From an optimization exercise on the open Yosys and OpenROAD flow, aimed at a short achievable clock period and few clock cycles per item; shortcuts taken in it are not production practice.
The RTL was checked by simulation tests, not by an equivalence proof against the original design.
No activity file was given, so power comes from the tool's default toggle rates.

==> run Z: inputs <==
// wav12_expander
module wav12_expander (
    input  wire        clk,
    input  wire        rst,
    input  wire        start,
    input  wire        cfg_fmt,
    input  wire [3:0]  cfg_shift,
    input  wire [15:0] cfg_nsamples,
    input  wire [16:0] cfg_vol,
    output wire        idle,
    output wire        done,
    output wire [1:0]  status,
    input  wire        in_valid,
    input  wire [7:0]  in_data,
    input  wire        in_last,
    output wire        in_ready,
    output wire        out_valid,
    input  wire        out_ready,
    output wire [15:0] out_sample,
    output wire [31:0] out_scaled
);
==> flow/config.mk <==
export PLATFORM = sky130hd
export DESIGN_NAME = wav12_expander
export DESIGN_NICKNAME = wav12_expander
export VERILOG_FILES = /design/flow/design.v
export SDC_FILE = /design/flow/constraint.sdc
export NUM_CORES = 4
export LEC_CHECK = 0
export CAP_MARGIN = 20
export CORE_MARGIN = 2
export CORE_UTILIZATION = 40
export PLACE_DENSITY = 0.6
export SLEW_MARGIN = 20
==> flow/constraint.sdc <==
create_clock -name core_clock -period 10.0 [get_ports {clk}]
set_input_delay 2.0000 -clock core_clock [delete_from_list [all_inputs] [get_ports {clk}]]
set_output_delay 2.0000 -clock core_clock [all_outputs]
set_load 0.01 [all_outputs]
standard.sh (not shown) runs the stock make flow with config.mk's settings and CLKGATE_MAP_FILE= SYNTH_SCRIPT=/design/flow/synth_recipe.tcl, a recipe that flattens the netlist after the stock synthesis.
==> flow/flow/run.sh <==
#!/bin/bash
set -euo pipefail
MARGIN=${MARGIN:-6.9}
sed "s/CLKGATE_MAP_FILE= /CLKGATE_MAP_FILE= SETUP_SLACK_MARGIN=${MARGIN} /" standard.sh > standard_margin.sh
grep -q "SETUP_SLACK_MARGIN=${MARGIN}" standard_margin.sh
bash standard_margin.sh > flow_make.log 2>&1
==> run P (differences from run Z) <==
--- a/flow/design.v
+++ b/flow/design.v
@@ -254,15 +254,18 @@
             r3 <= c2b[63:32];
             yS <= yR;
             s0 <= c4a[31:0];
             s1 <= c4a[63:32];
             yZ <= yS;
             zZ <= ks32(s0, s1, 1'b0);
         end
-        if (oload) begin
+        if (rst) begin
+            oy <= 16'd0;
+            oz <= 32'd0;
+        end else if (oload) begin
             oy <= kv ? ky : yZ;
             oz <= kv ? kz : zZ;
         end
         if (!kv) begin
             ky <= yZ;
             kz <= zZ;
         end
==> flow/flow/run.sh (replaced) <==
#!/bin/bash
set -euo pipefail
MARGIN=${MARGIN:-7.3}
sed "s/CLKGATE_MAP_FILE= /CLKGATE_MAP_FILE= SETUP_SLACK_MARGIN=${MARGIN} /" standard.sh > standard_margin.sh
grep -q "SETUP_SLACK_MARGIN=${MARGIN}" standard_margin.sh
bash standard_margin.sh > flow_make.log 2>&1
==> run F (differences from run Z) <==
--- a/flow/design.v
+++ b/flow/design.v
@@ -128,23 +128,23 @@
                 end
             end
         end
     end
     reg          have1, have0, esc1;
     reg [AW:1]   Tc1, Tc0;
     always @(*) begin
-        have1 = 1'b0;
+        have1 = T[20];
         esc1  = 1'b0;
         for (j = 1; j <= AW; j = j + 1) begin
-            have1 = have1 | (OH[j] & H1[j]);
+            if (j < 20) have1 = have1 | (OH[j] & H1[j]);
             esc1  = esc1 | (OH[j] & E1[j]);
         end
         for (i = 1; i <= AW; i = i + 1) begin
-            Tc1[i] = 1'b0;
-            for (j = i; j <= AW; j = j + 1)
+            Tc1[i] = (i + 20 <= AW) ? T[i+20] : 1'b0;
+            for (j = i; j <= AW && j < i + 20; j = j + 1)
                 Tc1[i] = Tc1[i] | (OH[j] & N1[j][i]);
         end
         have0 = T[16];
         for (i = 1; i <= AW; i = i + 1)
             Tc0[i] = (i + 16 <= AW) ? (T[16] ? T[i+16] : T[i]) : (T[16] ? 1'b0 : T[i]);
     end
     wire       have    = fmt ? have1 : have0;
@@ -254,15 +254,18 @@
             r3 <= c2b[63:32];
             yS <= yR;
             s0 <= c4a[31:0];
             s1 <= c4a[63:32];
             yZ <= yS;
             zZ <= ks32(s0, s1, 1'b0);
         end
-        if (oload) begin
+        if (rst) begin
+            oy <= 16'd0;
+            oz <= 32'd0;
+        end else if (oload) begin
             oy <= kv ? ky : yZ;
             oz <= kv ? kz : zZ;
         end
         if (!kv) begin
             ky <= yZ;
             kz <= zZ;
         end
==> flow/flow/run.sh (replaced) <==
#!/bin/bash
set -euo pipefail
MARGIN=${MARGIN:-7.3}
sed "s/CLKGATE_MAP_FILE= /CLKGATE_MAP_FILE= SETUP_SLACK_MARGIN=${MARGIN} /" standard.sh > standard_margin.sh
grep -q "SETUP_SLACK_MARGIN=${MARGIN}" standard_margin.sh
bash standard_margin.sh > flow_make.log 2>&1
==> load_flow_metrics.sql <==
INSERT INTO impl_metrics (metric_group, metric, value, unit) VALUES
('status', 'status', 'timing/DRC/antenna clean', ''),
('worst_setup_path', 'worstSetupStartpoint', 'oz[22]$_SDFFE_PP0N_', ''),
('worst_setup_path', 'number_of_cells_on_the_worst_reg_to_reg_path', '11', ''),
('power', 'share_clk_of_total_power', '30.5', '%'),
('yosys', 'synth.area.top_cells', 'sky130_fd_sc_hd__edfxtp_1 (24%), sky130_fd_sc_hd__dfxtp_1 (12%), sky130_fd_sc_hd__fa_1 (5.2%)', ''),
('yosys', 'synth_top_area_share', '23.60', '%'),
('power', 'flop_pwr_share', '40.0', '%'),
('finish', 'buffer_area_share', '11.35', '%'),
('finish', 'layout-drive-gt1-share', '25.70', '%');
Source of the figures above: run F

==> load_flow_metrics.sql <==
INSERT INTO impl_metrics (metric_group, metric, value, unit) VALUES
('yosys', 'synth.area.top_cells', 'sky130_fd_sc_hd__edfxtp_1 (24%), sky130_fd_sc_hd__dfxtp_1 (12%), sky130_fd_sc_hd__fa_1 (5.2%)', ''),
('power', 'share_clk_of_total_power', '30.1', '%'),
('clock_tree', 'tritoncts', 'done', ''),
('status', 'status', 'timing/DRC/antenna clean', ''),
('yosys', 'synth_top_area_share', '23.54', '%'),
('power', 'intPower', '7.100', 'mW'),
('finish', 'sh_seq_area', '28.24', '%'),
('yosys', 'fraction_of_synthesized_area_in_multiplexers', '7.123', '%');
Source of the figures above: run P

==> load_flow_metrics.sql <==
INSERT INTO impl_metrics (metric_group, metric, value, unit) VALUES
('worst_setup_path', 'number_of_cells_on_the_worst_reg_to_reg_path', '9', ''),
('power', 'flop_pwr_share', '41.3', '%'),
('yosys', 'synth.area.top_cells', 'sky130_fd_sc_hd__edfxtp_1 (27%), sky130_fd_sc_hd__dfxtp_1 (10%), sky130_fd_sc_hd__a21oi_1 (5.6%)', ''),
('power', 'share_clk_of_total_power', '30.5', '%'),
('worst_hold_path', 'hold_path_class', 'flop to flop', ''),
('worst_setup_path', 'worstSetupStartpoint', 'oz[31]$_DFFE_PN_', ''),
('yosys', 'synth_top_area_share', '26.58', '%'),
('status', 'status', 'timing/DRC/antenna clean', ''),
('routing', 'vias', '49560', ''),
('finish', 'buffer_area_share', '5.683', '%'),
('finish', 'layout-drive-gt1-share', '14.35', '%'),
('power', 'total_power', '10.34', 'mW');
Source of the figures above: run Z

Testbench counts of run Z, summed over its fixed seeds: cycles 80,233, samples 56,206.
Testbench counts of run P, summed over its fixed seeds: cycles 80,233, samples 56,206.
Testbench counts of run F, summed over its fixed seeds: cycles 80,233, samples 56,206.

==> static timing again, ports no longer ideal <==
The results above use ideal ports. As a check the final layouts listed here were re-extracted and re-timed, cells and wires unchanged. Step 1, drivers: a clkbuf_16 drives clk and a buf_2 each remaining input, both assumed. Step 2 adds t to the input delays and takes it off the output delays; t is the mean of the earliest and latest rising clock arrival at the registers after step 1. Input paths then give back, and output paths get back, about the clock's delay inside the block. Three values: ideal ports, drivers, drivers and shift; two values: the first two.
| run | t, ns | setup WS [ns] | worst hold slack (ns) |
|---|---|---|---|
| run Z | 0.782 | 6.709 / 6.630 / 6.218 | 0.413 / 0.413 / 0.413 |
| run P | 0.784 | 6.826 / 6.754 / 6.479 | 0.408 / 0.408 / 0.408 |
| run F | 0.800 | 6.792 / 6.717 / 6.557 | 0.409 / 0.409 / 0.409 |
After both steps every run listed still meets setup and hold. The setup slack of run Z, which loses most, moves by -0.079 ns with the drivers and by -0.491 ns with both steps.
